This is an optimization exercise on Yosys and OpenROAD, whose aim is small area, a short achievable clock period and few clock cycles, not a production implementation. The RTL was checked by simulation tests, not by an equivalence proof against the original design. Power and IR drop assume default switching activity.

[flow/standard.sh]
#!/bin/bash
# synth_recipe.tcl (not shown) runs the flow's synth.tcl, then flattens the netlist and writes it again
# the make line also repeats each setting of config.mk as NAME=value (left out here)
make -C /OpenROAD-flow-scripts/flow DESIGN_CONFIG=/design/flow/config.mk WORK_HOME=/design/flow/orfs CLKGATE_MAP_FILE= SYNTH_SCRIPT=/design/flow/synth_recipe.tcl "${@:-finish}"
[flow/design.v]
module rlwe_sampler (
    input  wire        clk,
    input  wire        rst_n,
    input  wire [1:0]  cfg_mode,
    input  wire [31:0] cfg_q,
    input  wire [4:0]  cfg_frac,
    input  wire [31:0] cfg_mu,
    input  wire [31:0] cfg_sigma,
    input  wire [6:0]  cfg_cdt_len,
    input  wire [31:0] cfg_cdt_offset,
    input  wire        cdt_we,
    input  wire [5:0]  cdt_addr,
    input  wire [31:0] cdt_wdata,
    input  wire        ent_valid,
    output wire        ent_ready,
    input  wire [31:0] ent_data,
    output reg         out_valid,
    output reg         out_reject,
    output reg  [31:0] out_data
);
    localparam M_GSMP = 2'd0;
    localparam M_GCDT = 2'd1;
    localparam M_UNIF = 2'd2;
    function automatic ge32(input [31:0] a, input [31:0] b);
        reg [31:0] g, p;
        integer i, s;
        begin
            g = a & ~b;
            p = a | ~b;
            for (s = 1; s < 32; s = s * 2)
                for (i = 0; i < 32; i = i + 2 * s) begin
                    g[i+2*s-1] = g[i+2*s-1] | (p[i+2*s-1] & g[i+s-1]);
                    p[i+2*s-1] = p[i+2*s-1] & p[i+s-1];
                end
            ge32 = g[31] | p[31];
        end
    endfunction
    reg [1:0]  c_mode;
    reg [31:0] c_q;
    reg [4:0]  c_frac;
    reg [31:0] c_mu;
    reg [31:0] c_sigma;
    reg [6:0]  c_len;
    reg [31:0] c_off;
    always @(posedge clk) begin
        c_mode  <= cfg_mode;
        c_q     <= cfg_q;
        c_frac  <= cfg_frac;
        c_mu    <= cfg_mu;
        c_sigma <= cfg_sigma;
        c_len   <= cfg_cdt_len;
        c_off   <= cfg_cdt_offset;
    end
    reg        we_r;
    reg [5:0]  wa_r;
    reg [31:0] wd_r;
    always @(posedge clk) begin
        we_r <= cdt_we & rst_n;
        wa_r <= cdt_addr;
        wd_r <= cdt_wdata;
    end
    reg [31:0] cdt_lo [0:15];
    always @(posedge clk) begin
        if (we_r && wa_r[5:4] == 2'd0)
            cdt_lo[wa_r[3:0]] <= wd_r;
    end
    reg  [5:0]  ptr;
    reg  [31:0] ring [0:47];
    wire [5:0]  we_e   = wa_r - 6'd16;
    wire [6:0]  we_s0  = {1'b0, we_e} + {1'b0, ptr} + 7'd1;
    wire [5:0]  we_s   = (we_s0 >= 7'd48) ? (we_s0 - 7'd48) : we_s0[5:0];
    wire        we_hi  = we_r && (wa_r[5:4] != 2'd0);
    integer ri;
    always @(posedge clk) begin
        for (ri = 0; ri < 48; ri = ri + 1) begin
            if (we_hi && we_s == ri)
                ring[ri] <= (ri % 2 == 1) ? ~wd_r : wd_r;
            else
                ring[ri] <= ~ring[(ri + 47) % 48];
        end
    end
    always @(posedge clk) begin
        if (!rst_n)
            ptr <= 6'd0;
        else
            ptr <= (ptr == 6'd47) ? 6'd0 : ptr + 6'd1;
    end
    wire [5:0] tap_e = (ptr == 6'd0) ? 6'd0 : 6'd48 - ptr;
    reg        ready;        
    reg        busy;         
    reg        solo;         
    reg        have_low;     
    reg        v1;
    reg [31:0] w1;
    reg        hb1;          
    assign ent_ready = ready;
    wire take      = ent_valid & ready;
    wire wide_live = (cfg_mode == M_UNIF) && cfg_q[31] && (cfg_q[30:0] != 31'd0);
    wire low_take  = take & wide_live & ~have_low;
    function automatic multi33(input [32:0] a);
        reg [32:0] y, m;
        integer i, st;
        begin
            y = a;
            m = 33'd0;
            for (st = 1; st < 33; st = st * 2)
                for (i = 0; i + st < 33; i = i + 2 * st) begin
                    m[i] = m[i] | m[i+st] | (y[i] & y[i+st]);
                    y[i] = y[i] | y[i+st];
                end
            multi33 = m[0];
        end
    endfunction
    function automatic [5:0] low33(input [32:0] a);
        reg [32:0] y;
        reg [5:0]  p [0:32];
        integer i, st;
        begin
            y = a;
            for (i = 0; i < 33; i = i + 1)
                p[i] = i[5:0];
            for (st = 1; st < 33; st = st * 2)
                for (i = 0; i + st < 33; i = i + 2 * st) begin
                    if (!y[i]) p[i] = p[i+st];
                    y[i] = y[i] | y[i+st];
                end
            low33 = p[0];
        end
    endfunction
    wire [32:0] terms_live = {cfg_mu != 32'd0, cfg_sigma};
    wire solo_live = ((cfg_mode == M_GSMP) && multi33(terms_live)) ||
                     ((cfg_mode == M_GCDT) && (cfg_cdt_len > 7'd16));
    reg  [5:0]  tp;          
    reg         it1;         
    reg         yv, yf, yl, yrj;
    reg  [65:0] y;
    wire [32:0] terms = {c_mu != 32'd0, c_sigma};
    reg  [32:0] above;
    integer ai;
    always @(*) begin
        for (ai = 0; ai < 33; ai = ai + 1)
            above[ai] = (ai > tp);
    end
    wire [32:0] t_rest = terms & above;
    wire        t_more = (c_mode == M_GSMP) && (t_rest != 33'd0);
    wire [31:0] t_op   = tp[5] ? c_mu : w1;
    wire [4:0]  t_sh   = tp[5] ? c_frac : tp[4:0];
    wire [65:0] t_val  = $signed({{34{t_op[31]}}, t_op}) <<< t_sh;
    reg  [15:0] cdt_hit;
    integer ci;
    always @(*) begin
        for (ci = 0; ci < 16; ci = ci + 1)
            cdt_hit[ci] = (ci < c_len) && ge32(w1, cdt_lo[ci]);
    end
    wire [32:0] two_q_m2 = {c_q[31:1], 2'b00};
    wire        c_wide   = c_q[31] && (c_q[30:0] != 31'd0);
    reg  [31:0] q_smear;
    integer mi;
    always @(*) begin
        q_smear = c_q;
        for (mi = 1; mi < 32; mi = mi * 2)
            q_smear = q_smear | (q_smear >> mi);
    end
    wire [32:0] unif_mask = {q_smear, 1'b1};
    wire [32:0] unif_t  = c_wide ? {hb1, w1} : ({1'b0, w1} & unif_mask);
    wire        unif_rj = (unif_t > two_q_m2);
    wire [65:0] ux = $signed({33'd0, unif_t}) - $signed({34'd0, c_q[31:1], 1'b0});
    reg  [65:0] s1_val;
    always @(*) begin
        case (c_mode)
            M_GSMP:  s1_val = t_val;
            M_GCDT:  s1_val = {50'd0, cdt_hit};
            default: s1_val = ux;
        endcase
    end
    reg         d_round;     
    reg  [5:0]  d_sh;        
    reg  [1:0]  d_mode;
    always @(posedge clk) begin
        d_round <= (c_mode == M_GSMP) && (c_frac != 5'd0);
        d_sh    <= ((c_mode == M_GSMP) && (c_frac != 5'd0)) ? {c_frac, 1'b0} : 6'd0;
        d_mode  <= c_mode;
    end
    reg         v3, rj3, g3, st3;
    reg  [65:0] x3;
    wire [65:0] s2_sum = (yf ? 66'd0 : x3) + y;
    wire [65:0] s2_shr = $signed(s2_sum) >>> d_sh;
    reg  [65:0] s2_gm, s2_sm;    
    integer gi;
    always @(*) begin
        for (gi = 0; gi < 66; gi = gi + 1) begin
            s2_gm[gi] = d_round && (gi == d_sh - 6'd1);
            s2_sm[gi] = d_round && (gi < d_sh - 6'd1);
        end
    end
    wire        s2_g  = |(s2_sum & s2_gm);
    wire        s2_st = |(s2_sum & s2_sm);
    reg  [4:0]  s2_cnt;
    always @(*) begin
        s2_cnt = 5'd0;
        for (ci = 0; ci < 16; ci = ci + 1)
            s2_cnt = s2_cnt + {4'd0, y[ci]};
    end
    wire        inc = g3 & (st3 | x3[0]);
    wire signed [65:0] cx = $signed({{34{c_off[31]}}, c_off}) + $signed({61'd0, x3[4:0]});
    wire signed [65:0] r3 = (d_mode == M_GCDT) ? cx : $signed(x3) + $signed({65'd0, inc});
    wire        c_long = (c_mode == M_GCDT) && (c_len > 7'd16);
    wire        r_hi0  = (r3[65:32] == 34'd0);
    wire        r_hi1  = (r3[65:32] == {34{1'b1}});
    wire [32:0] r_pq   = {1'b0, r3[31:0]} + {1'b0, c_q};
    wire        pos_ok = r_hi0 && (r3[31:0] < c_q);
    wire        neg_ok = r_hi1 && r_pq[32] && (r_pq[31:0] != 32'd0);
    wire        fast_ok = (pos_ok | neg_ok) & ~c_long;
    wire [31:0] fast_res = r3[65] ? r_pq[31:0] : r3[31:0];
    wire        slow_start = v3 & ~rj3 & ~fast_ok;
    localparam R_SCAN = 2'd0, R_ADD = 2'd1, R_RED = 2'd2, R_FIN = 2'd3;
    reg  [1:0]  rs;
    reg         rneg;
    reg  [63:0] rmag;
    reg  [31:0] rrem;
    reg  [6:0]  rcnt;
    reg  [5:0]  scnt;
    wire        tap_hit = ({1'b0, tap_e} < c_len - 7'd16) && ge32(w1, ring[0]);
    wire [63:0] rsum  = rmag + {58'd0, scnt};
    wire [63:0] rbits = rmag ^ {64{rneg}};
    wire [32:0] rsh   = {rrem, rbits[63]};
    wire [32:0] rsub  = rsh - {1'b0, c_q};
    wire        rskip = (rrem == 32'd0) && (rbits[63:56] == 8'd0) && (rcnt > 7'd8);
    wire [31:0] rres  = rneg ? (c_q + ~rrem) : rrem;
    reg busy_n, solo_n, emit;
    always @(*) begin
        emit   = 1'b0;
        busy_n = busy;
        if (!busy) begin
            if (v3 && (rj3 || fast_ok)) emit = 1'b1;
            if (slow_start) busy_n = 1'b1;
        end else if (rs == R_FIN) begin
            emit   = 1'b1;
            busy_n = 1'b0;
        end
        solo_n = solo;
        if (emit) solo_n = 1'b0;
        if (take && solo_live) solo_n = 1'b1;
    end
    always @(posedge clk) begin
        if (!rst_n) begin
            ready     <= 1'b1;
            busy      <= 1'b0;
            solo      <= 1'b0;
            have_low  <= 1'b0;
            v1        <= 1'b0;
            it1       <= 1'b0;
            yv        <= 1'b0;
            v3        <= 1'b0;
            out_valid <= 1'b0;
        end else begin
            ready <= ~busy_n & ~solo_n;
            busy  <= busy_n;
            solo  <= solo_n;
            if (!busy) begin
                if (take) begin
                    if (!(wide_live && have_low))
                        w1 <= ent_data;
                    hb1 <= ent_data[0];
                    if (wide_live)
                        have_low <= ~have_low;
                end
                y   <= s1_val;
                yrj <= (c_mode == M_UNIF) && unif_rj;
                yf  <= ~it1;
                if (v1 && t_more) begin
                    it1 <= 1'b1;
                    tp  <= low33(t_rest);
                    yv  <= 1'b1;
                    yl  <= 1'b0;
                end else begin
                    it1 <= 1'b0;
                    tp  <= low33(terms_live);
                    yv  <= v1;
                    yl  <= 1'b1;
                    v1  <= take & ~low_take;
                end
                v3  <= yv & yl;
                rj3 <= yrj;
                g3  <= 1'b0;
                st3 <= 1'b0;
                case (d_mode)
                    M_GSMP: begin
                        if (yl) begin
                            x3  <= s2_shr;
                            g3  <= s2_g;
                            st3 <= s2_st;
                        end else
                            x3  <= s2_sum;
                    end
                    M_GCDT:  x3 <= {61'd0, s2_cnt};
                    default: x3 <= y;
                endcase
                out_valid  <= emit;
                out_reject <= rj3;
                out_data   <= fast_res;
                rs   <= c_long ? R_SCAN : R_RED;
                rmag <= r3[63:0];
                rneg <= r3[65];
                rrem <= 32'd0;
                scnt <= 6'd0;
                rcnt <= c_long ? 7'd47 : 7'd64;
            end else begin
                out_valid <= emit;
                case (rs)
                    R_SCAN: begin
                        if (tap_hit) scnt <= scnt + 6'd1;
                        rcnt <= rcnt - 7'd1;
                        if (rcnt == 7'd0) rs <= R_ADD;
                    end
                    R_ADD: begin
                        rmag <= rsum;
                        rneg <= rsum[63];
                        rcnt <= 7'd64;
                        rs   <= R_RED;
                    end
                    R_RED: begin
                        if (rskip) begin
                            rmag <= {rmag[55:0], 8'd0};
                            rcnt <= rcnt - 7'd8;
                        end else begin
                            rrem <= rsub[32] ? rsh[31:0] : rsub[31:0];
                            rmag <= {rmag[62:0], 1'b0};
                            rcnt <= rcnt - 7'd1;
                            if (rcnt == 7'd1)
                                rs <= R_FIN;
                        end
                    end
                    default: begin
                        out_reject <= 1'b0;
                        out_data   <= rres;
                    end
                endcase
            end
        end
    end
endmodule
[flow/config.mk]
export PLATFORM = sky130hd
export DESIGN_NAME = rlwe_sampler
export DESIGN_NICKNAME = rlwe_sampler
export VERILOG_FILES = /design/flow/design.v
export SDC_FILE = /design/flow/constraint.sdc
export NUM_CORES = 4
export LEC_CHECK = 0
export ABC_CLOCK_PERIOD_IN_PS = 5000
export CAP_MARGIN = 20
export CORE_MARGIN = 2
export CORE_UTILIZATION = 55
export SLEW_MARGIN = 20
[flow/constraint.sdc]
create_clock -name core_clock -period 25.0 [get_ports {clk}]
set_input_delay 5.0000 -clock core_clock [delete_from_list [all_inputs] [get_ports {clk}]]
set_output_delay 5.0000 -clock core_clock [all_outputs]
set_load 0.01 [all_outputs]
[flow/flow/run.sh]
#!/bin/bash
# The standard ORFS flow (the standard.sh: its synthesis, floorplan,
# placement, CTS and routing unchanged), with repair_timing asked for a
# larger setup margin so that it sizes and buffers the critical paths for
# a shorter achieved period.  The clock and constraints are the design's.
set -uo pipefail
bash standard.sh SETUP_SLACK_MARGIN=19 finish > standard.log 2>&1
==> results of run 1 <==
state kept, by name, summed over array words and instances, names as in the netlist, 63 cells and up:
signal	flops
x3	66
rmag	64
ring	1536
cdt_lo	512
y	63
where the power goes:
part           internal [W]  switching (W)  leakage (nW)  total [W]
clock               0.00234        0.00167          4.35    0.00401
combinational      0.000707        0.00110          28.8    0.00181
sequential          0.00515       0.000427          22.3    0.00557
repair_timing:
item,CTS,global route
buffers inserted,17,16
gates resized for setup,414,110
gates cloned,4,0
hold buffers,0,0
pin swaps,30,38
setup endpoints to repair,449,232
cell usage in the layout, fill, tap and decap left out, types with 89 or more instances in the layout:
master	netlist	routed
mux2i_1	947	944
ha_1	303	297
maj3_1	228	228
a22oi_1	89	89
a211oi_1	100	96
dfxtp_1	1739	1699
edfxtp_1	831	831
nand2_1	740	729
nand4_1	110	110
a21oi_1	1263	1245
clkdlybuf4s50_1	0	140
nor3_1	137	126
a31oi_1	91	91
nor2b_1	160	155
buf_4	2	248
clkbuf_16	0	284
o211ai_1	93	93
nor2_1	1389	1356
nand3_1	229	204
a21o_1	113	113
inv_1	332	328
nand2b_1	124	123
xnor2_1	209	208
xor2_1	121	119
o21ai_0	417	397
worst max path at each step:
| stage | slack, ps | endpoint | cells after the start | start |
|---|---|---|---|---|
| 6_report | 18540 | out_data[2] | 1 | out_data[2]$_DFFE_PP_ |
| 5_1_grt | 18510 | out_data[10] | 1 | out_data[10]$_DFFE_PP_ |
| 4_1_cts | 18510 | out_data[6] | 1 | out_data[6]$_DFFE_PP_ |
| 3_5_place_dp | 16280 | x3[50]$_DFFE_PP_ | 5 | rst_n |
| 3_3_place_gp | 16320 | x3[46]$_DFFE_PP_ | 5 | rst_n |
| 2_1_floorplan | 17300 | g3$_SDFFCE_PN0P_ | 3 | rst_n |
through the flow:
step | cell area (um2) | util, % | std cells
2_1_floorplan | 118000 | - | 11800
3_3_place_gp | 123000 | 58.0 | 14300
3_5_place_dp | 123000 | 58.0 | 14300
4_1_cts | 132000 | 62.4 | 14800
5_1_grt | 133000 | 62.6 | 14800
6_report | 133000 | 62.6 | 14900
logic make-up (layout without fill, tap and decap cells):
group / after synthesis / in the layout / share of synthesized area [%]
simple gates: 3299 / 3299 / 12.9
compound gates: 2870 / 2871 / 15.3
flops: 2570 / 2570 / 50.8
buf+inv: 1132 / 1343 / 3.64
mux: 1033 / 1033 / 9.34
fa+ha+maj: 567 / 567 / 5.64
xor+xnor: 330 / 330 / 2.46
other cells: 0 / 16 / 0
layout make-up:
| cell class | instances | area, um2 | share of cell area, % |
|---|---|---|---|
| diodes | 16 | 40.0 | 0.0301 |
| clock buffers | 390 | 8020 | 6.03 |
| clock inverters | 85 | 790 | 0.594 |
| inverters | 352 | 1360 | 1.02 |
| multi-input cells | 8100 | 54900 | 41.3 |
| flip-flops and latches | 2570 | 59900 | 45.0 |
| well taps | 2821 | 3530 | 2.65 |
| repair buffers | 516 | 4470 | 3.36 |
layer usage:
metal / routed length (um) / vias to the layer above / track usage [%] / share of wire, %
met5: 88 / - / 0 / 0.021
met4: 33700 / 14 / 25.6 / 7.9
met3: 35900 / 1429 / 7.21 / 8.4
met2: 200000 / 4836 / 62.5 / 47
met1: 158000 / 46200 / 45.9 / 37
li1: - / 42700 / - / -
==> flow_summary.yaml, run 1 <==
grt:
  gr-total-overflow: 0
  grt_pass1_vias: 91800
  grt_max_degree: 116
  grt_use_total_pct: 38.2
  antenna_found_initial: 25
  grt_pass1_wl_um: 620000
floorplanning:
  fp.dieH_um: 466
  coreArea_um2: 212000
  fp-row-count: 169
  start_util_pct: 55.4
  die_x_um: 466
  die_area_um2: 218000
  ios: 251
detailed_routing:
  dr.pass1.iters: 8
  wirelength_um: 428000
  wl_per_cell_um: 28.8
  drc: 0
  via_count: 95200
  vias_per_cell: 6.41
  drtIter0Drc: 10300
  ant_nets: 0
worst_setup_path:
  rrSetupSlack_ps: 19020
  r2r_end: "ready$_SDFF_PN1_"
  arrival_ps: 1460
  path_cells: "buf_2"
  rr_startpoint: "x3[1]$_DFFE_PP_"
  worst_path_dominant_cell_family: "flip-flops"
  cpPeakStageDelay_ps: 400
  startpoint_type: "register"
  crit_type: "register to output port"
  cpMaxStageDelayCell: "edfxtp_1"
  crit_buf_inv: 1
  r2r_cells: 19
  crit_fanout: 1
  end_kind: "output port"
  required_ps: 20000
clock_network:
  cts_tree: "yes"
  cts.clk_slew.worst_paths_ps: 60
  clock_latency_ps: 940
  cts.sinks: 2570
  cts_max_level: 5
  clockBufferDepth: 4
  root_buffer: "clkbuf_16"
  cts-buffers-inserted: 277
timing:
  fmax_ghz: 0.155
  timing_hold_violations_final: 0
  fin_setup_tns_ps: 0
  setup_slack_ps: 18540
  whs_ps: 334
  slew_violations: 0
  slew_headroom_pct: 12.6
  worst_pin_slew_ps: 1300
  setup_viol: 0
  layout_min_cycle_time_ps: 6460
  finalCritPeriodShare_pct: 25.8
  rsz0062_at_grt: "yes"
  skew_ps: 87.2
power:
  leakage_nw: 55.5
  power_density_nw_per_um2: 85.6
  p_total_w: 0.0114
  ir_worst_vdd_uv: 87.4
run_status:
  status: "no timing/DRC/antenna violations"
synthesis:
  synthCells: 11800
  synth_top_area_share_pct: 29.6
  synth-edff-count: 831
  synth_area_per_cell_um2: 9.97
  synth.area.top_cells: "dfxtp_1, edfxtp_1, mux2i_1, a21oi_1, nor2_1"
  synth_common_cells: "dfxtp_1, nor2_1, a21oi_1, mux2i_1, edfxtp_1"
  synthFlopType: "dfxtp_1"
  ys_async_sr_fraction_pct: 0
  ys_types: 102
  seq_area_frac_synth_pct: 50.8
  yosys_warnings: 4
  ys_ff_latch: 2570
  syn_area_um2: 118000
  yosysMostFrequentCell: "dfxtp_1"
  synth_nets: 12300
  yosysTopAreaCell: "dfxtp_1"
cells_and_area:
  synthToLayoutAreaGrowth_pct: 13.0
  drive_gt1_share_pct: 9.77
  fin_nets: 12400
  nFillCells: 17100
placed_design:
  post-place-ws_ps: 16280
  port_buffers: 250
  gp_congestion: 1.04
  hpwl_um: 301000
worst_hold_path:
  hold_class: "register to register"
  worstHoldStart: "ring[5][28]$_DFF_P_"
  whs_endpoint: "ring[6][28]$_DFF_P_"
  hold-path-cell-count: 1
job:
  maxCapViolCount: 0
Testbench counts, summed over its fixed seeds: cycles 8,986.
==> run 2: changes to the inputs <==
--- a/flow/design.v
+++ b/flow/design.v
@@ -132,7 +132,7 @@
                      ((cfg_mode == M_GCDT) && (cfg_cdt_len > 7'd16));
     reg  [5:0]  tp;          
     reg         it1;         
-    reg         yv, yf, yl, yrj;
+    reg         yv, yf, yl;
     reg  [65:0] y;
     wire [32:0] terms = {c_mu != 32'd0, c_sigma};
     reg  [32:0] above;
@@ -164,13 +164,14 @@
     wire [32:0] unif_mask = {q_smear, 1'b1};
     wire [32:0] unif_t  = c_wide ? {hb1, w1} : ({1'b0, w1} & unif_mask);
     wire        unif_rj = (unif_t > two_q_m2);
-    wire [65:0] ux = $signed({33'd0, unif_t}) - $signed({34'd0, c_q[31:1], 1'b0});
+    wire [33:0] ux = {1'b0, unif_t} - {2'b00, c_q[31:1], 1'b0};    
+    wire [31:0] unif_res = ux[33] ? (unif_t[31:0] + 32'd1) : ux[31:0];
+    wire        c_unif   = (c_mode == M_UNIF);
     reg  [65:0] s1_val;
     always @(*) begin
         case (c_mode)
             M_GSMP:  s1_val = t_val;
-            M_GCDT:  s1_val = {50'd0, cdt_hit};
-            default: s1_val = ux;
+            default: s1_val = {50'd0, cdt_hit};
         endcase
     end
     reg         d_round;     
@@ -181,7 +182,7 @@
         d_sh    <= ((c_mode == M_GSMP) && (c_frac != 5'd0)) ? {c_frac, 1'b0} : 6'd0;
         d_mode  <= c_mode;
     end
-    reg         v3, rj3, g3, st3;
+    reg         v3, g3, st3;
     reg  [65:0] x3;
     wire [65:0] s2_sum = (yf ? 66'd0 : x3) + y;
     wire [65:0] s2_shr = $signed(s2_sum) >>> d_sh;
@@ -212,7 +213,7 @@
     wire        neg_ok = r_hi1 && r_pq[32] && (r_pq[31:0] != 32'd0);
     wire        fast_ok = (pos_ok | neg_ok) & ~c_long;
     wire [31:0] fast_res = r3[65] ? r_pq[31:0] : r3[31:0];
-    wire        slow_start = v3 & ~rj3 & ~fast_ok;
+    wire        slow_start = v3 & ~fast_ok;
     localparam R_SCAN = 2'd0, R_ADD = 2'd1, R_RED = 2'd2, R_FIN = 2'd3;
     reg  [1:0]  rs;
     reg         rneg;
@@ -232,7 +233,7 @@
         emit   = 1'b0;
         busy_n = busy;
         if (!busy) begin
-            if (v3 && (rj3 || fast_ok)) emit = 1'b1;
+            if ((v3 && fast_ok) || (v1 && c_unif)) emit = 1'b1;
             if (slow_start) busy_n = 1'b1;
         end else if (rs == R_FIN) begin
             emit   = 1'b1;
@@ -266,7 +267,6 @@
                         have_low <= ~have_low;
                 end
                 y   <= s1_val;
-                yrj <= (c_mode == M_UNIF) && unif_rj;
                 yf  <= ~it1;
                 if (v1 && t_more) begin
                     it1 <= 1'b1;
@@ -276,12 +276,11 @@
                 end else begin
                     it1 <= 1'b0;
                     tp  <= low33(terms_live);
-                    yv  <= v1;
+                    yv  <= v1 & ~c_unif;
                     yl  <= 1'b1;
                     v1  <= take & ~low_take;
                 end
                 v3  <= yv & yl;
-                rj3 <= yrj;
                 g3  <= 1'b0;
                 st3 <= 1'b0;
                 case (d_mode)
@@ -293,20 +292,16 @@
                         end else
                             x3  <= s2_sum;
                     end
-                    M_GCDT:  x3 <= {61'd0, s2_cnt};
-                    default: x3 <= y;
+                    default: x3 <= {61'd0, s2_cnt};
                 endcase
                 out_valid  <= emit;
-                out_reject <= rj3;
-                out_data   <= fast_res;
                 rs   <= c_long ? R_SCAN : R_RED;
                 rmag <= r3[63:0];
                 rneg <= r3[65];
-                rrem <= 32'd0;
                 scnt <= 6'd0;
                 rcnt <= c_long ? 7'd47 : 7'd64;
             end else begin
-                out_valid <= emit;
+                out_valid  <= emit;
                 case (rs)
                     R_SCAN: begin
                         if (tap_hit) scnt <= scnt + 6'd1;
@@ -324,19 +319,20 @@
                             rmag <= {rmag[55:0], 8'd0};
                             rcnt <= rcnt - 7'd8;
                         end else begin
-                            rrem <= rsub[32] ? rsh[31:0] : rsub[31:0];
                             rmag <= {rmag[62:0], 1'b0};
                             rcnt <= rcnt - 7'd1;
                             if (rcnt == 7'd1)
                                 rs <= R_FIN;
                         end
                     end
-                    default: begin
-                        out_reject <= 1'b0;
-                        out_data   <= rres;
-                    end
+                    default: ;
                 endcase
             end
         end
     end
+    always @(posedge clk) begin
+        out_reject <= ~busy & c_unif & unif_rj;
+        out_data   <= busy ? rres : (c_unif ? unif_res : fast_res);
+        rrem       <= (busy && rs == R_RED && !rskip) ? (rsub[32] ? rsh[31:0] : rsub[31:0]) : 32'd0;
+    end
 endmodule
==> run 2 against run 1 <==
Compared with the run above:
- still clean
- synthesized cell count shrank 0.36%
- die area shrank 0.94%
- sequential cell count shrank 2
- highest routed layer unchanged
- sequential power shrank 2%
- first-iteration DRC count grew 11%
- wire length shrank 2.3%
- setup slack gained 29 ps
- critical endpoint is now out_data[22]
==> flow_summary.yaml, run 2 <==
detailed_routing:
  drtIter0Drc: 11400
  vias_per_cell: 6.37
  ant_nets: 0
  wl_per_cell_um: 28.2
  via_count: 94400
  wirelength_um: 418000
  dr.pass1.iters: 6
  drc: 0
power:
  power_frac_seq_pct: 48.0
  p_total_w: 0.0113
  p_int_w: 0.00824
  power_density_nw_per_um2: 85.1
  leakage_nw: 55.6
  p_switching_w: 0.00310
  swShare_pct: 27.3
  combPwrFrac_pct: 14.7
  ir_worst_vdd_uv: 87.2
  p_clk_share_pct: 37.3
grt:
  globalRouteMet2Util_pct: 60.7
  gr-total-overflow: 0
  grt_pass1_wl_um: 608000
  grtUsageMet1_pct: 48.4
  grt_use_total_pct: 37.5
  grt_pass1_vias: 91800
  grt_max_degree: 161
  busiest_layer: "met2"
  grtUsageMet3_pct: 5.66
  antenna_found_initial: 33
synthesis:
  syn_area_um2: 117000
  ys_async_sr_fraction_pct: 0
  synth_top_area_share_pct: 31.0
  synthFlopType: "dfxtp_1"
  synth.area.top_cells: "dfxtp_1, edfxtp_1, mux2i_1, a21oi_1, nor2_1"
  yosys_warnings: 4
  synth_nets: 12300
  yosysMostFrequentCell: "dfxtp_1"
  synthCells: 11800
  ys_types: 105
  yosysTopAreaCell: "dfxtp_1"
  ys_ff_latch: 2568
  seq_area_frac_synth_pct: 50.7
  synth_common_cells: "dfxtp_1, nor2_1, a21oi_1, mux2i_1, edfxtp_1"
  synth_area_per_cell_um2: 9.91
  synth-edff-count: 764
worst_setup_path:
  required_ps: 20000
  path_cells: "buf_6"
  crit_buf_inv: 1
  end_kind: "output port"
  startpoint: "out_data[22]$_DFF_P_"
  arrival_ps: 1430
  worst_path_dominant_cell_family: "flip-flops"
  startpoint_type: "register"
  rr_startpoint: "x3[31]$_SDFFCE_PN0P_"
  crit_type: "register to output port"
  cpMaxStageDelayCell: "dfxtp_4"
  cpPeakStageDelay_ps: 410
  crit_fanout: 1
floorplanning:
  start_util_pct: 55.5
  fp.dieH_um: 464
  die_area_um2: 216000
  coreArea_um2: 210000
  ios: 251
  fp-row-count: 168
  die_x_um: 464
clock_network:
  cts-buffers-inserted: 277
  cts_max_level: 5
  cts_tree: "yes"
  clock_latency_ps: 920
  cts.clk_slew.worst_paths_ps: 60
  clockBufferDepth: 4
  root_buffer: "clkbuf_16"
  cts.sinks: 2568
placed_design:
  post-place-ws_ps: 16750
  gp_congestion: 1.03
  port_buffers: 250
  dp.cells: 14300
  hpwl_um: 287000
timing:
  fmax_ghz: 0.156
  slew_violations: 0
  whs_ps: 340
  skew_ps: 88.4
  layout_min_cycle_time_ps: 6430
  slew_headroom_pct: 22.3
  rsz0062_at_grt: "yes"
  finalCritPeriodShare_pct: 25.7
  fin_setup_tns_ps: 0
  worst_pin_slew_ps: 1160
  setup_viol: 0
  timing_hold_violations_final: 0
  setup_slack_ps: 18570
worst_hold_path:
  worstHoldStart: "ring[8][27]$_DFF_P_"
  hold_class: "register to register"
cells_and_area:
  synthToLayoutAreaGrowth_pct: 14.3
  regMostFlops: "ring"
  final_cell_mix: "dfxtp_1, nor2_1, a21oi_1, mux2i_1, edfxtp_1"
  layout.area.seq_um2: 59200
  drive_gt1_share_pct: 10.6
  fin_nets: 12300
  nFillCells: 16500
  stdcell_count: 14800
  multi_input_area_um2: 54700
  largest_reg_flops: 1536
  layout_commonest_cell: "dfxtp_1"
run_status:
  status: "no timing/DRC/antenna violations"
job:
  maxCapViolCount: 0
==> run 2: through the flow <==
| step | instance area, um2 | util (%) |
|---|---|---|
| finish | 133000 | 63.4 |
| global route | 133000 | 63.4 |
| CTS | 132000 | 63.0 |
| detailed placement | 122000 | 58.1 |
| global placement | 122000 | 58.0 |
| floorplan | 117000 | - |
==> run 2: timing repair <==
| action | CTS | global route |
|---|---|---|
| cloned | 5 | 3 |
| pin swaps | 62 | 57 |
| hold buffers | 0 | 0 |
| buffers inserted | 28 | 23 |
| endpoints found under the setup margin | 347 | 196 |
| resized for setup | 637 | 141 |
==> run 2: routing by layer <==
| layer | up-vias | routed length (um) |
|---|---|---|
| met3 | 1174 | 35500 |
| li1 | 42200 | - |
| met4 | 4 | 26700 |
| met2 | 5010 | 193000 |
| met5 | - | 32 |
| met1 | 46000 | 163000 |
==> run 2: path summary, 6_finish.rpt <==
kind / cells after the start / to / slack, ps
max: 1 / out_data[22] / 18570
min: 1 / ring[9][27]$_DFF_P_ / 340
max reg2reg: 15 / x3[3]$_DFFE_PP_ / 19040
min reg2reg: 1 / ring[9][27]$_DFF_P_ / 340
==> run 2: final cells by class <==
type	instances	share of cell area, %
antenna	24	0.0451
clock buffer	378	6.03
clock inverter	103	0.998
inverter	382	1.08
multi-input combinational	8042	41.1
sequential	2568	44.5
tap	2805	2.64
timing repair buffer	518	3.67
==> run 2: power by group through the flow <==
stage          combinational (W)  clock (W)  sequential [W]
2_1_floorplan            0.00102          0         0.00530
3_3_place_gp             0.00155          0         0.00548
3_5_place_dp             0.00157          0         0.00549
4_1_cts                  0.00161    0.00425         0.00543
5_1_grt                  0.00179    0.00442         0.00548
6_report                 0.00167    0.00423         0.00544
==> run 2: cell families after synthesis <==
| group | share of synthesized area [%] |
|---|---|
| DFF | 50.7 |
| adders and majority gates | 5.64 |
| buffers and inverters | 3.71 |
| and+or+nand+nor | 12.9 |
| AOI/OAI and AO/OA | 14.8 |
| muxes | 9.39 |
| xor gates and xnor gates | 2.83 |
Testbench counts of run 2, summed over its fixed seeds: cycles 8,812.
==> run 3: changes to the inputs <==
--- a/flow/flow/run.sh
+++ b/flow/flow/run.sh
@@ -4,4 +4,4 @@
 # larger setup margin so that it sizes and buffers the critical paths for
 # a shorter achieved period.  The clock and constraints are the design's.
 set -uo pipefail
-bash standard.sh SETUP_SLACK_MARGIN=19 finish > standard.log 2>&1
+bash standard.sh SETUP_SLACK_MARGIN=18 finish > standard.log 2>&1
--- a/flow/config.mk
+++ b/flow/config.mk
@@ -9,4 +9,7 @@
 export CAP_MARGIN = 20
 export CORE_MARGIN = 2
 export CORE_UTILIZATION = 55
+export CTS_BUF_LIST = sky130_fd_sc_hd__clkbuf_16
+export CTS_CLUSTER_DIAMETER = 60
+export CTS_CLUSTER_SIZE = 30
 export SLEW_MARGIN = 20
==> run 3 against run 2 <==
Compared with the run above:
- still clean on timing, DRC and antenna
- sequential cell count is the same
- highest routed layer unchanged
- largest power group unchanged
- wire length decreased by 4.7%
- largest cell class unchanged
- clock-buffer cell count fell by 216
- non-clock buffer count shrank 53
- cell count shrank 1.7%
- register-to-register slack got worse by 800 ps
==> flow_summary.yaml, run 3 <==
worst_setup_path:
  r2r_cells: 24
  end_kind: "register"
  crit_fanout: 16
  crit_type: "input pin to register"
  required_ps: 25510
  arrival_ps: 7500
  startpoint_type: "input pin"
cells_and_area:
  stdcell_count: 14600
  layout_commonest_cell: "dfxtp_1"
  regMostFlops: "ring"
  final_cell_mix: "dfxtp_1, nor2_1, a21oi_1, mux2i_1, edfxtp_1"
  nFillCells: 17400
  fin_area_um2: 128000
  drive_gt1_share_pct: 6.87
  synthToLayoutAreaGrowth_pct: 9.95
  utilization_pct: 61.0
  fin_nets: 12200
  largest_reg_flops: 1536
synthesis:
  synth-edff-count: 764
  yosysMostFrequentCell: "dfxtp_1"
  synthFlopType: "dfxtp_1"
  ys_async_sr_fraction_pct: 0
  yosys_warnings: 4
  ys_types: 105
  synth_top_area_share_pct: 31.0
  synth_common_cells: "dfxtp_1, nor2_1, a21oi_1, mux2i_1, edfxtp_1"
  synth_area_per_cell_um2: 9.91
  synth.area.top_cells: "dfxtp_1, edfxtp_1, mux2i_1, a21oi_1, nor2_1"
  ys_ff_latch: 2568
  yosysTopAreaCell: "dfxtp_1"
  synth_nets: 12300
  syn_area_um2: 117000
  synthCells: 11800
  seq_area_frac_synth_pct: 50.7
timing:
  finalCritPeriodShare_pct: 28.0
  setup_viol: 0
  slew_violations: 0
  timing_hold_violations_final: 0
  layout_min_cycle_time_ps: 6990
  slew_headroom_pct: 16.0
  skew_ps: 68.9
  fmax_ghz: 0.143
  worst_pin_slew_ps: 1250
  rsz0062_at_grt: "no"
  fin_setup_tns_ps: 0
clock_network:
  hold_buffers: 0
  clockBufferDepth: 3
  cts.clk_slew.worst_paths_ps: 110
  cts.sinks: 2568
  clock_latency_ps: 900
  cts-buffers-inserted: 159
  cts_tree: "yes"
  cts_max_level: 4
  root_buffer: "clkbuf_16"
job:
  maxCapViolCount: 0
placed_design:
  dp.cells: 14300
  hpwl_um: 280000
  dpl_cell_area_um2: 122000
  port_buffers: 250
  gp_congestion: 1.03
grt:
  antenna_found_initial: 33
  grt_pass1_vias: 87300
  gr-total-overflow: 0
  grt_use_total_pct: 35.7
  grt_pass1_wl_um: 581000
  grt_max_degree: 182
run_status:
  status: "no timing/DRC/antenna violations"
detailed_routing:
  drtIter0Drc: 10100
  wl_met3_um: 33400
  wl_per_cell_um: 27.3
  wl_met1_um: 156000
  wl_met2_um: 185000
  vias_per_cell: 6.29
  highest_layer: "met5"
  dr.pass1.iters: 9
  wirelength_um: 398000
  via_count: 91600
  ant_nets: 0
  drc: 0
floorplanning:
  fp.dieH_um: 464
  start_util_pct: 55.5
  fp-row-count: 168
  coreArea_um2: 210000
  die_area_um2: 216000
  die_x_um: 464
  ios: 251
power:
  p_total_w: 0.0100
  leakage_nw: 53.1
  power_density_nw_per_um2: 78.1
  ir_worst_vdd_uv: 88.7
worst_hold_path:
  hold_class: "register to register"
  hold-path-cell-count: 1
-- run 3: cell types whose count changed in the layout (fill, tap and decap cells not counted), sizes merged --
cell and delta:
inv +58, clkbuf -228, dlymetal6s2s -1, diode -4
clkinv -8, clkinvlp -5, dlygate4sd2 -21, bufbuf -2
bufinv -22, clkdlybuf4s15 -10, buf -130, clkdlybuf4s50 +123
-- run 3: cells by family after synthesis --
family	synth area share, %
multiplexers	9.39
XOR/XNOR	2.83
flip-flops	50.7
buffers and inverters	3.71
AO/OA/AOI/OAI	14.8
AND/OR/NAND/NOR	12.9
adder cells (fa/ha/maj)	5.64
-- run 3: layout make-up --
| class | count | area (um2) | share of cell area [%] |
|---|---|---|---|
| inverters | 382 | 1440 | 1.12 |
| multi-input cells | 8042 | 53800 | 42.0 |
| diodes | 20 | 50.0 | 0.0391 |
| clock inverters | 126 | 1800 | 1.40 |
| clock buffers | 162 | 4050 | 3.16 |
| well taps | 2805 | 3510 | 2.74 |
| repair buffers | 465 | 4270 | 3.34 |
| flip-flops and latches | 2568 | 59100 | 46.2 |
-- run 3: where the power goes --
part	switching, W	internal (W)
Sequential	0.000367	0.00504
Combinational	0.000972	0.000639
Clock	0.00164	0.00135
-- run 3: what timing repair did --
action	in CTS	in global routing
setup buffers	1	1
gates cloned	1	0
gates resized for setup	14	11
pin swaps	2	1
endpoints found under the setup margin	136	134
endpoints found under the hold margin	0	0
-- run 3: metrics by stage --
step           hold slack [ps]  worst slack [ps]
6_report                   386             18010
5_1_grt                    393             18000
4_1_cts                    391             18000
3_5_place_dp               390             16470
3_3_place_gp               385             16500
2_1_floorplan              375             17500
-- run 3: final timing paths --
kind | from | end | slack, ps
hold / removal | ring[35][2]$_DFF_P_ | ring[36][2]$_DFF_P_ | 390
setup / recovery | cfg_q[14] | w1[14]$_DFFE_PP_ | 18010
setup reg to reg | x3[1]$_DFFE_PP_ | busy$_SDFF_PN0_ | 18240
hold reg to reg | ring[35][2]$_DFF_P_ | ring[36][2]$_DFF_P_ | 390
-- run 3: routing by layer --
layer,vias to the layer above,track usage (%)
met2,4303,57.7
met4,14,18.8
li1,41900,-
met5,-,0
met1,44400,45.7
met3,959,6.41
-- run 3: worst max-delay path, cell delays in order --
cell and delay [ps]:
clkdlybuf4s50_1 460, nor4_2 700, nand4_1 310, o21ai_1 540, o21a_4 450
==> run 4: changes to the inputs <==
--- a/flow/flow/run.sh
+++ b/flow/flow/run.sh
@@ -4,4 +4,4 @@
 # larger setup margin so that it sizes and buffers the critical paths for
 # a shorter achieved period.  The clock and constraints are the design's.
 set -uo pipefail
-bash standard.sh SETUP_SLACK_MARGIN=18 finish > standard.log 2>&1
+bash standard.sh SETUP_SLACK_MARGIN=20 finish > standard.log 2>&1
==> run 4 against run 3 <==
Compared with the run above:
- clock-buffer cell count decreased by 8
- first-iteration DRC count increased by 4.9%
- still clean
- design area increased by 6.1%
- setup slack improved by 600 ps
- synthesized cell count unchanged
- synthesized area unchanged
- critical path type is now register to output port
- clock skew decreased by 11 ps
==> flow_summary.yaml, run 4 <==
run_status:
  status: "no timing/DRC/antenna violations"
power:
  p_int_w: 0.00716
  swShare_pct: 29.8
  combPwrFrac_pct: 18.5
  p_switching_w: 0.00305
  power_density_nw_per_um2: 75.1
  ir_worst_vdd_uv: 91.9
  leakage_nw: 56.3
  power_frac_seq_pct: 52.9
  p_clk_share_pct: 28.6
synthesis:
  synth_nets: 12300
  synth.area.top_cells: "dfxtp_1, edfxtp_1, mux2i_1, a21oi_1, nor2_1"
  synth_top_area_share_pct: 31.0
  seq_area_frac_synth_pct: 50.7
  synthFlopType: "dfxtp_1"
  ys_async_sr_fraction_pct: 0
  ys_ff_latch: 2568
  synthCells: 11800
  synth_common_cells: "dfxtp_1, nor2_1, a21oi_1, mux2i_1, edfxtp_1"
  syn_area_um2: 117000
  yosysTopAreaCell: "dfxtp_1"
  ys_types: 105
  synth_area_per_cell_um2: 9.91
  yosys_warnings: 4
  yosysMostFrequentCell: "dfxtp_1"
  synth-edff-count: 764
detailed_routing:
  via_count: 94400
  wirelength_um: 414000
  dr.pass1.iters: 9
  ant_nets: 0
  wl_per_cell_um: 27.8
  vias_per_cell: 6.34
  drtIter0Drc: 10600
  drc: 0
cells_and_area:
  synthToLayoutAreaGrowth_pct: 16.7
  fin_nets: 12500
  layout_commonest_cell: "dfxtp_1"
  final_cell_mix: "dfxtp_1, nor2_1, a21oi_1, mux2i_1, edfxtp_1"
  fin_area_um2: 136000
  nFillCells: 16500
  stdcell_count: 14900
  regMostFlops: "ring"
  largest_reg_flops: 1536
  drive_gt1_share_pct: 14.9
placed_design:
  dpl_cell_area_um2: 122000
  hpwl_um: 281000
  port_buffers: 250
  gp_congestion: 1.03
  dp.cells: 14300
timing:
  fmax_ghz: 0.157
  setup_viol: 0
  slew_headroom_pct: 14.2
  fin_setup_tns_ps: 0
  layout_min_cycle_time_ps: 6390
  skew_ps: 58.1
  slew_violations: 0
  timing_hold_violations_final: 0
  rsz0062_at_grt: "yes"
  finalCritPeriodShare_pct: 25.6
  worst_pin_slew_ps: 1280
clock_network:
  cts.clk_slew.worst_paths_ps: 100
  clockBufferDepth: 3
  hold_buffers: 0
  cts_tree: "yes"
  cts_max_level: 4
  cts-buffers-inserted: 151
  root_buffer: "clkbuf_16"
  clock_latency_ps: 860
  cts.sinks: 2568
worst_setup_path:
  path_cells: "buf_6"
  cpPeakStageDelay_ps: 420
  r2r_cells: 24
  crit_type: "register to output port"
  arrival_ps: 1390
  startpoint_type: "register"
  crit_fanout: 2
  end_kind: "output port"
  required_ps: 20000
  rrSetupSlack_ps: 19320
  cpMaxStageDelayCell: "dfxtp_4"
  crit_cells: 1
  crit_buf_inv: 1
  worst_path_dominant_cell_family: "flip-flops"
floorplanning:
  die_x_um: 464
  fp.dieH_um: 464
  fp-row-count: 168
  start_util_pct: 55.5
  coreArea_um2: 210000
  die_area_um2: 216000
  ios: 251
worst_hold_path:
  hold_class: "register to register"
  hold-path-cell-count: 1
grt:
  grt_pass1_wl_um: 600000
  grt_pass1_vias: 90500
  gr-total-overflow: 0
  antenna_found_initial: 27
  grt_use_total_pct: 37.0
  grt_max_degree: 149
job:
  maxCapViolCount: 0
## run 4: cell counts after synthesis
Identical to the previous run, type by type.
## run 4: through the flow
| stage | power [W] | util [%] | hold WS (ps) | setup slack [ps] |
|---|---|---|---|---|
| detailed placement | 0.00706 | 58.2 | 390 | 16570 |
| global placement | 0.00703 | 58.1 | 385 | 16450 |
| floorplan | 0.00633 | - | 375 | 17500 |
| CTS | 0.0101 | 63.3 | 385 | 18590 |
| finish | 0.0102 | 64.7 | 391 | 18610 |
| global route | 0.0106 | 64.7 | 402 | 18570 |
## run 4: power by group through the flow
stage / Combinational (W) / Clock (W) / Sequential [W]
final: 0.00189 / 0.00291 / 0.00540
after global placement: 0.00156 / 0 / 0.00547
after floorplan: 0.00103 / 0 / 0.00531
after global routing: 0.00201 / 0.00309 / 0.00545
after CTS: 0.00176 / 0.00294 / 0.00539
after detailed placement: 0.00158 / 0 / 0.00548
## run 4: path summary, 6_finish.rpt
kind	start	endpoint
worst max-delay path	ready$_SDFF_PN1_	ent_ready
worst min-delay path	ring[3][4]$_DFF_P_	ring[4][4]$_DFF_P_
worst max register to register	c_q[11]$_DFF_P_	out_data[22]$_DFF_P_
worst min register to register	ring[3][4]$_DFF_P_	ring[4][4]$_DFF_P_
## run 4: layout make-up
cell class | count | area, um2 | share of cell area, %
Clock inverter | 115 | 1690 | 1.24
Inverter | 382 | 1440 | 1.06
Timing Repair Buffer | 790 | 8260 | 6.07
Multi-Input combinational cell | 8043 | 57900 | 42.6
Tap cell | 2805 | 3510 | 2.58
Clock buffer | 154 | 3850 | 2.83
Antenna cell | 25 | 62.6 | 0.0460
Sequential cell | 2568 | 59200 | 43.5
## run 4: cells by family (layout without fill, tap and decap cells)
group / after synthesis / after routing / share of synthesized area (%)
compound gates: 2805 / 2806 / 14.8
other cells: 0 / 25 / 0
simple gates: 3284 / 3285 / 12.9
xor+xnor: 377 / 377 / 2.83
mux: 1014 / 1014 / 9.39
buf+inv: 1149 / 1441 / 3.71
flops: 2568 / 2568 / 50.7
fa+ha+maj: 561 / 561 / 5.64
## run 4: timing repair
item	4_1_cts	5_1_grt
pin swaps	164	196
endpoints found under the setup margin	836	1124
hold endpoints to repair	0	0
gates cloned	40	7
setup buffers	162	118
gates resized for setup	1056	451
## run 4: layer usage
metal,track usage [%],wire [um],up-vias
met3,6.99,34100,1192
met2,58.8,189000,4567
met1,46.3,160000,46200
li1,-,-,42500
met4,23.4,30000,6
met5,0,32,-
==> run 5: changes to the inputs <==
--- a/flow/flow/run.sh
+++ b/flow/flow/run.sh
@@ -4,4 +4,4 @@
 # larger setup margin so that it sizes and buffers the critical paths for
 # a shorter achieved period.  The clock and constraints are the design's.
 set -uo pipefail
-bash standard.sh SETUP_SLACK_MARGIN=20 finish > standard.log 2>&1
+bash standard.sh SETUP_SLACK_MARGIN=19 finish > standard.log 2>&1
--- a/flow/config.mk
+++ b/flow/config.mk
@@ -8,7 +8,7 @@
 export ABC_CLOCK_PERIOD_IN_PS = 5000
 export CAP_MARGIN = 20
 export CORE_MARGIN = 2
-export CORE_UTILIZATION = 55
+export CORE_UTILIZATION = 65
 export CTS_BUF_LIST = sky130_fd_sc_hd__clkbuf_16
 export CTS_CLUSTER_DIAMETER = 60
 export CTS_CLUSTER_SIZE = 30
==> run 5 against run 4 <==
Compared with the run above:
- the flow now stops in global routing
- synthesized area stayed put
- synthesized cell count unchanged
==> flow_summary.yaml, run 5 <==
floorplanning:
  fp-row-count: 155
  die_x_um: 427
  fp.dieH_um: 427
  start_util_pct: 65.4
  ios: 251
synthesis:
  yosys_warnings: 4
  synthCells: 11800
  muxShareOfSynthArea_pct: 9.39
  ys_async_sr_fraction_pct: 0
  synth.area.top_cells: "dfxtp_1, edfxtp_1, mux2i_1, a21oi_1, nor2_1"
  yosysMostFrequentCell: "dfxtp_1"
  synthAdderAreaFrac_pct: 5.64
  yosysTopAreaCell: "dfxtp_1"
  synth_compound_area_share_pct: 14.8
  syn_area_um2: 117000
  synth_top_family_by_area: "compound AO/OA/AOI/OAI gates"
  ys_ff_latch: 2568
  synth-simple-area-share_pct: 12.9
  synth_nets: 12300
  synthFlopType: "dfxtp_1"
  synth-edff-count: 764
  synth_area_per_cell_um2: 9.91
  seq_area_frac_synth_pct: 50.7
  synth_common_cells: "dfxtp_1, nor2_1, a21oi_1, mux2i_1, edfxtp_1"
  synth_xor_area_share_pct: 2.83
  ys_types: 105
  synth_top_area_share_pct: 31.0
clock_network:
  clockBufferDepth: 3
  cts_max_level: 4
  cts-buffers-inserted: 149
  root_buffer: "clkbuf_16"
  cts.sinks: 2568
placed_design:
  hpwl_um: 300000
  port_buffers: 250
  dp.cells: 13800
  gp_congestion: 1.04
run_status:
  status: "did not finish"
  stop_stage: "global routing"
  error: "[ERROR GRT-0232] Routing congestion too high. Check the congestion heatmap in the GUI."
grt:
  gr-total-overflow: 79
  antenna_found_initial: 115
  grt_use_total_pct: 71.4
  grt_max_degree: 144
timing:
  worst-endpoint-pin-kind: "primary output"
  grt_repair_worst_endpoint: "out_data[22]"
-- run 5: power by group through the flow --
stage               logic [W]  clock network [W]  registers (W)
floorplan             0.00102                  0        0.00530
global placement      0.00154                  0        0.00547
detailed placement    0.00161                  0        0.00550
CTS                   0.00171            0.00281        0.00547
-- run 5: cells by family after synthesis --
family | count (synthesis)
xor gates and xnor gates | 377
muxes | 1014
AOI/OAI and AO/OA | 2805
DFF | 2568
and+or+nand+nor | 3284
adders and majority gates | 561
buffers and inverters | 1149
-- run 5: how the worst min path moves through the flow --
stage / cells after the start / slack, ps / to
after CTS: 1 / 390 / ring[18][25]$_DFF_P_
after detailed placement: 1 / 390 / ring[36][7]$_DFF_P_
after global placement: 1 / 380 / ring[42][10]$_DFF_P_
after floorplan: 0 / 370 / d_mode[0]$_DFF_P_
-- run 5: layer usage --
metal / GRT usage (%) / overflow
met5: 38.5 / 5
met1: 74.6 / 8
met3: 56.7 / 26
met2: 85.0 / 14
met4: 65.0 / 26
-- run 5: repair_timing --
action | 4_1_cts
gates cloned | 6
hold buffers | 0
hold endpoints to repair | 0
pin swaps | 57
gates resized for setup | 666
setup endpoints to repair | 556
setup buffers | 32
-- run 5: stage by stage --
stage / total power, W / hold slack (ps) / area (um2) / util, % / setup slack, ps
2_1_floorplan: 0.00632 / 375 / 117000 / - / 17500
3_3_place_gp: 0.00700 / 385 / 121000 / 68.0 / 16340
4_1_cts: 0.00999 / 389 / 128000 / 71.5 / 18580
3_5_place_dp: 0.00711 / 390 / 121000 / 68.1 / 16560
==> run 6: changes to the inputs <==
--- a/flow/config.mk
+++ b/flow/config.mk
@@ -8,7 +8,7 @@
 export ABC_CLOCK_PERIOD_IN_PS = 5000
 export CAP_MARGIN = 20
 export CORE_MARGIN = 2
-export CORE_UTILIZATION = 65
+export CORE_UTILIZATION = 55
 export CTS_BUF_LIST = sky130_fd_sc_hd__clkbuf_16
 export CTS_CLUSTER_DIAMETER = 60
 export CTS_CLUSTER_SIZE = 30
==> run 6 against run 5 <==
Compared with the run above:
- synthesized cell count is the same
- the run now finishes clean
- synthesized area is the same
==> flow_summary.yaml, run 6 <==
placed_design:
  dp.cells: 14300
  hpwl_um: 287000
  dpl_cell_area_um2: 122000
  port_buffers: 250
  post-place-ws_ps: 16750
  gp_congestion: 1.03
detailed_routing:
  drtIter0Drc: 11000
  vias_per_cell: 6.35
  dr.pass1.iters: 9
  wl_per_cell_um: 28.1
  via_count: 92700
  ant_nets: 0
  drc: 0
  wirelength_um: 410000
synthesis:
  yosys_warnings: 4
  yosysMostFrequentCell: "dfxtp_1"
  synth_top_area_share_pct: 31.0
  ys_types: 105
  synth.area.top_cells: "dfxtp_1, edfxtp_1, mux2i_1, a21oi_1, nor2_1"
  synth_nets: 12300
  ys_ff_latch: 2568
  yosysTopAreaCell: "dfxtp_1"
  synth-edff-count: 764
  synthFlopType: "dfxtp_1"
  syn_area_um2: 117000
  synthCells: 11800
  synth_common_cells: "dfxtp_1, nor2_1, a21oi_1, mux2i_1, edfxtp_1"
  seq_area_frac_synth_pct: 50.7
  ys_async_sr_fraction_pct: 0
  synth_area_per_cell_um2: 9.91
timing:
  finalCritPeriodShare_pct: 26.0
  layout_min_cycle_time_ps: 6490
  rsz0062_at_grt: "yes"
  slew_violations: 0
  slew_headroom_pct: 16.9
  fmax_ghz: 0.154
  worst_pin_slew_ps: 1240
  fin_setup_tns_ps: 0
  setup_viol: 0
  timing_hold_violations_final: 0
  skew_ps: 79.8
  setup_slack_ps: 18510
worst_setup_path:
  crit_type: "input pin to register"
  end_kind: "register"
  required_ps: 25540
  crit_fanout: 7
  startpoint_type: "input pin"
  path_cells: "clkdlybuf4s50_1, nand2_1, nor2_2, o21a_4, bufbuf_16"
  cpMaxStageDelayCell: "clkdlybuf4s50_1"
  arrival_ps: 7030
  cpPeakStageDelay_ps: 700
clock_network:
  clock_latency_ps: 870
  clockBufferDepth: 3
  cts_tree: "yes"
  cts.sinks: 2568
  cts_max_level: 4
  root_buffer: "clkbuf_16"
  cts-buffers-inserted: 157
  hold_buffers: 0
  cts.clk_slew.worst_paths_ps: 110
power:
  leakage_nw: 53.6
  power_density_nw_per_um2: 77.4
  ir_worst_vdd_uv: 83.9
grt:
  antenna_found_initial: 33
  grt_pass1_vias: 89200
  grt_use_total_pct: 36.9
  gr-total-overflow: 0
  grt_max_degree: 161
  grt_pass1_wl_um: 597000
floorplanning:
  coreArea_um2: 210000
  fp-row-count: 168
  die_x_um: 464
  die_area_um2: 216000
  ios: 251
  start_util_pct: 55.5
  fp.dieH_um: 464
cells_and_area:
  fin_area_um2: 129000
  stdcell_count: 14600
  layout_commonest_cell: "dfxtp_1"
  synthToLayoutAreaGrowth_pct: 10.9
  final_cell_mix: "dfxtp_1, nor2_1, a21oi_1, mux2i_1, edfxtp_1"
  nFillCells: 17100
  fin_nets: 12200
  regMostFlops: "ring"
  largest_reg_flops: 1536
  drive_gt1_share_pct: 9.28
job:
  maxCapViolCount: 0
run_status:
  status: "no timing/DRC/antenna violations"
worst_hold_path:
  hold_class: "register to register"
-- run 6: cell counts after synthesis --
No cell type changed its count.
-- run 6: worst max-delay path, delay by kind of cell --
family	cells	cell delay, ps
and+or+nand+nor	2	760
AOI/OAI and AO/OA	1	250
buffers and inverters	2	1000
-- run 6: final cells by class --
cell class	instances	area, um2	share of cell area, %
flip-flops and latches	2568	59200	45.8
multi-input cells	8042	54600	42.2
repair buffers	511	4880	3.77
clock buffers	162	4050	3.14
well taps	2805	3510	2.72
clock inverters	119	1520	1.18
inverters	382	1440	1.12
diodes	12	30.0	0.0232
-- run 6: repair_timing --
action                     4_1_cts  5_1_grt
pin swaps                       59       50
setup endpoints to repair      381      183
hold endpoints to repair         0        0
setup buffers                   28       15
gates cloned                     9        0
gates resized for setup        627      117
-- run 6: cell families (layout without fill, tap and decap cells) --
logic type      count (synthesis)  in the layout  synth area share, %
simple gates                 3284           3284                 12.9
compound gates               2805           2806                 14.8
flops                        2568           2568                 50.7
buf+inv                      1149           1174                 3.71
mux                          1014           1014                 9.39
fa+ha+maj                     561            561                 5.64
xor+xnor                      377            377                 2.83
other cells                     0             12                    0
-- run 6: power by group --
| group | switching [W] | total [W] | internal (W) |
|---|---|---|---|
| logic | 0.000996 | 0.00166 | 0.000661 |
| registers | 0.000382 | 0.00542 | 0.00504 |
| clock network | 0.00162 | 0.00293 | 0.00131 |
-- run 6: path summary, 6_finish.rpt --
path	slack [ps]	depth (start not counted)	from	to
setup / recovery	18510	5	ent_valid	w1[14]$_DFFE_PP_
hold / removal	390	1	ring[4][0]$_DFF_P_	ring[5][0]$_DFF_P_
setup reg to reg	19020	14	x3[31]$_SDFFCE_PN0P_	x3[13]$_SDFFCE_PN0P_
hold reg to reg	390	1	ring[4][0]$_DFF_P_	ring[5][0]$_DFF_P_
-- run 6: layer usage --
layer / part of all wire [%] / GRT usage, %
met4: 5.8 / 18.5
met5: 0.027 / 0
met3: 8.2 / 5.56
met2: 46 / 59.9
met1: 40 / 47.9
-- run 6: through the flow --
stage / total power (W) / hold WS (ps) / utilization [%]
final: 0.0100 / 395 / 61.6
after global routing: 0.0104 / 396 / 61.5
after CTS: 0.00997 / 398 / 61.3
after detailed placement: 0.00706 / 389 / 58.1
after global placement: 0.00703 / 386 / 58.0
after floorplan: 0.00632 / 375 / -
==> run 7: changes to the inputs <==
--- a/flow/config.mk
+++ b/flow/config.mk
@@ -8,7 +8,7 @@
 export ABC_CLOCK_PERIOD_IN_PS = 5000
 export CAP_MARGIN = 20
 export CORE_MARGIN = 2
-export CORE_UTILIZATION = 55
+export CORE_UTILIZATION = 60
 export CTS_BUF_LIST = sky130_fd_sc_hd__clkbuf_16
 export CTS_CLUSTER_DIAMETER = 60
 export CTS_CLUSTER_SIZE = 30
==> run 7 against run 6 <==
Compared with the run above:
- setup slack gained 56 ps
- sequential power barely moved
- global-route usage grew 3.6 points
- sequential cell count is the same
- worst hold slack hardly changed
- largest cell class unchanged
- combinational power hardly changed
- still clean
- power hardly changed
==> flow_summary.yaml, run 7 <==
synthesis:
  ys_ff_latch: 2568
  synthCells: 11800
  yosysTopAreaCell: "dfxtp_1"
  synth_nets: 12300
  synthFlopType: "dfxtp_1"
  seq_area_frac_synth_pct: 50.7
  synth.area.top_cells: "dfxtp_1, edfxtp_1, mux2i_1, a21oi_1, nor2_1"
  syn_area_um2: 117000
  ys_types: 105
  yosys_warnings: 4
  synth_area_per_cell_um2: 9.91
  synth-edff-count: 764
  synth_common_cells: "dfxtp_1, nor2_1, a21oi_1, mux2i_1, edfxtp_1"
  synth_top_area_share_pct: 31.0
  yosysMostFrequentCell: "dfxtp_1"
  ys_async_sr_fraction_pct: 0
power:
  ir_worst_vdd_uv: 97.1
  power_density_nw_per_um2: 77.7
  p_total_w: 0.0100
  leakage_nw: 53.7
cells_and_area:
  fin_area_um2: 129000
  multi_input_area_um2: 54700
  synthToLayoutAreaGrowth_pct: 10.6
  largest_reg_flops: 1536
  drive_gt1_share_pct: 9.29
  stdcell_count: 14300
  nFillCells: 14400
  layout_commonest_cell: "dfxtp_1"
  fin_nets: 12200
  layout.area.seq_um2: 59200
  final_cell_mix: "dfxtp_1, nor2_1, a21oi_1, mux2i_1, edfxtp_1"
  regMostFlops: "ring"
worst_hold_path:
  hold_class: "register to register"
  whs_endpoint: "ring[2][17]$_DFF_P_"
  hold-path-cell-count: 1
  worstHoldStart: "ring[1][17]$_DFF_P_"
detailed_routing:
  drtIter0Drc: 11200
  drc: 0
  wl_per_cell_um: 28.8
  dr.pass1.iters: 8
  wirelength_um: 412000
  via_count: 94300
  vias_per_cell: 6.59
  ant_nets: 0
worst_setup_path:
  arrival_ps: 1430
  crit_fanout: 2
  r2r_cells: 17
  startpoint_type: "register"
  end_kind: "output port"
  rrSetupSlack_ps: 19000
  r2r_end: "ready$_SDFF_PN1_"
  cpMaxStageDelayCell: "dfxtp_4"
  cpPeakStageDelay_ps: 430
  required_ps: 20000
  worst_path_dominant_cell_family: "flip-flops"
  crit_buf_inv: 1
  path_cells: "buf_6"
  crit_type: "register to output port"
  rr_startpoint: "x3[17]$_SDFFCE_PN0P_"
timing:
  whs_ps: 395
  rsz0062_at_grt: "yes"
  slew_headroom_pct: 18.3
  timing_hold_violations_final: 0
  fmax_ghz: 0.155
  skew_ps: 82.0
  slew_violations: 0
  worst_pin_slew_ps: 1190
  layout_min_cycle_time_ps: 6430
  setup_viol: 0
  finalCritPeriodShare_pct: 25.7
  fin_setup_tns_ps: 0
clock_network:
  clockBufferDepth: 3
  cts_tree: "yes"
  cts_max_level: 4
  cts.sinks: 2568
  root_buffer: "clkbuf_16"
  cts.clk_slew.worst_paths_ps: 110
  cts-buffers-inserted: 156
  clock_latency_ps: 880
floorplanning:
  start_util_pct: 60.4
  fp.dieH_um: 445
  coreArea_um2: 193000
  die_x_um: 445
  ios: 251
  die_area_um2: 198000
  fp-row-count: 161
run_status:
  status: "no timing/DRC/antenna violations"
grt:
  gr-total-overflow: 0
  grt_pass1_vias: 91400
  grt_pass1_wl_um: 600000
  antenna_found_initial: 16
  grt_use_total_pct: 40.4
  grt_max_degree: 89
placed_design:
  gp_congestion: 1.02
  dp.cells: 14000
  port_buffers: 250
  hpwl_um: 284000
  dpl_cell_area_um2: 122000
job:
  maxCapViolCount: 0
-- run 7: cell counts after synthesis --
Identical to the previous run, type by type.
-- run 7: worst max-delay path by stage --
stage	startpoint	end	slack (ps)	depth (start not counted)
detailed placement	cfg_mode[0]	ready$_SDFF_PN1_	16670	7
global placement	cfg_mode[0]	ready$_SDFF_PN1_	16670	7
CTS	ready$_SDFF_PN1_	ent_ready	18550	1
finish	ready$_SDFF_PN1_	ent_ready	18570	1
floorplan	rst_n	g3$_SDFFCE_PN0P_	17500	2
global route	out_valid$_SDFF_PN0_	out_valid	18540	1
-- run 7: layer usage --
metal	GRT usage, %	share of wire [%]
met5	0	0.010
met1	51.2	38
met3	7.31	9.5
met4	26.0	7.7
met2	63.9	45
-- run 7: cell families after synthesis --
logic type	count (synthesis)	synth area share (%)
XOR/XNOR	377	2.83
adder cells (fa/ha/maj)	561	5.64
AO/OA/AOI/OAI	2805	14.8
flip-flops	2568	50.7
buffers and inverters	1149	3.71
AND/OR/NAND/NOR	3284	12.9
multiplexers	1014	9.39
-- run 7: where the power goes --
part	total, W	switching (W)	internal [W]	leakage, nW
combinational	0.00168	0.00102	0.000664	28.8
sequential	0.00542	0.000375	0.00504	22.2
clock	0.00291	0.00159	0.00132	2.69
-- run 7: per-stage QoR --
stage / setup slack [ps] / utilization (%)
4_1_cts: 18550 / 66.4
5_1_grt: 18540 / 66.8
3_5_place_dp: 16670 / 63.0
2_1_floorplan: 17500 / -
3_3_place_gp: 16670 / 63.0
6_report: 18570 / 66.8
-- run 7: worst register-to-register path, stage by stage (launching register included) --
cell	delay, ps
edfxtp_1	690
nand4_1	290
nor4_1	430
nand4_1	440
nor2_1	320
nand4_1	140
xor2_1	180
o21ai_0	910
ha_1	310
nand4b_1	110
nor2_1	110
o211a_1	200
nor4_2	500
nand4_1	300
a221o_1	410
a21oi_1	300
nand2_1	140
o211ai_1	190
-- run 7: repair_timing --
item | in CTS | in global routing
gates resized for setup | 529 | 173
pin swaps | 56 | 63
hold buffers | 0 | 0
cloned | 7 | 3
setup buffers | 30 | 25
setup endpoints to repair | 372 | 283
-- run 7: area by class of cell --
class                      count  area share, %
clock buffer                 160           3.11
inverter                     382           1.12
sequential                  2568           45.9
multi-input combinational   8042           42.5
tap                         2526           2.45
clock inverter               112           1.16
timing repair buffer         519           3.75
antenna                        7         0.0136

re-timing with driven ports:
Ports are ideal in the flow. The routed layouts listed here were re-timed in OpenROAD. Step 1: set_driving_cell puts a clkbuf_16 on clk and a buf_2 on each other input, an assumption about the parent block. Step 2 also shifts input and output timing later by t, the mid clock arrival at the registers, as if the neighbouring blocks saw the same clock. Slacks: no drivers / after step 1 / after step 2; pairs: no drivers / after step 1.
run | t, ns | setup slack, ns | worst register clock-pin slew, ns | cell pins on the clock port's net
run 1 | 0.989 | 18.544 / 18.444 / 17.823 | 0.07 / 0.07 | 1
run 2 | 0.988 | 18.572 / 18.478 / 17.805 | 0.08 / 0.08 | 1
run 3 | 0.946 | 18.007 / 17.942 / 17.134 | 0.11 / 0.11 | 1
run 4 | 0.931 | 18.610 / 18.514 / 17.957 | 0.11 / 0.11 | 1
run 6 | 0.935 | 18.511 / 18.484 / 17.646 | 0.11 / 0.11 | 1
run 7 | 0.956 | 18.567 / 18.456 / 17.912 | 0.11 / 0.11 | 1
After both steps setup and hold are still met in every run listed. For run 3, which loses most, drivers alone change the setup slack by -0.065 ns; drivers and shift together by -0.873 ns.
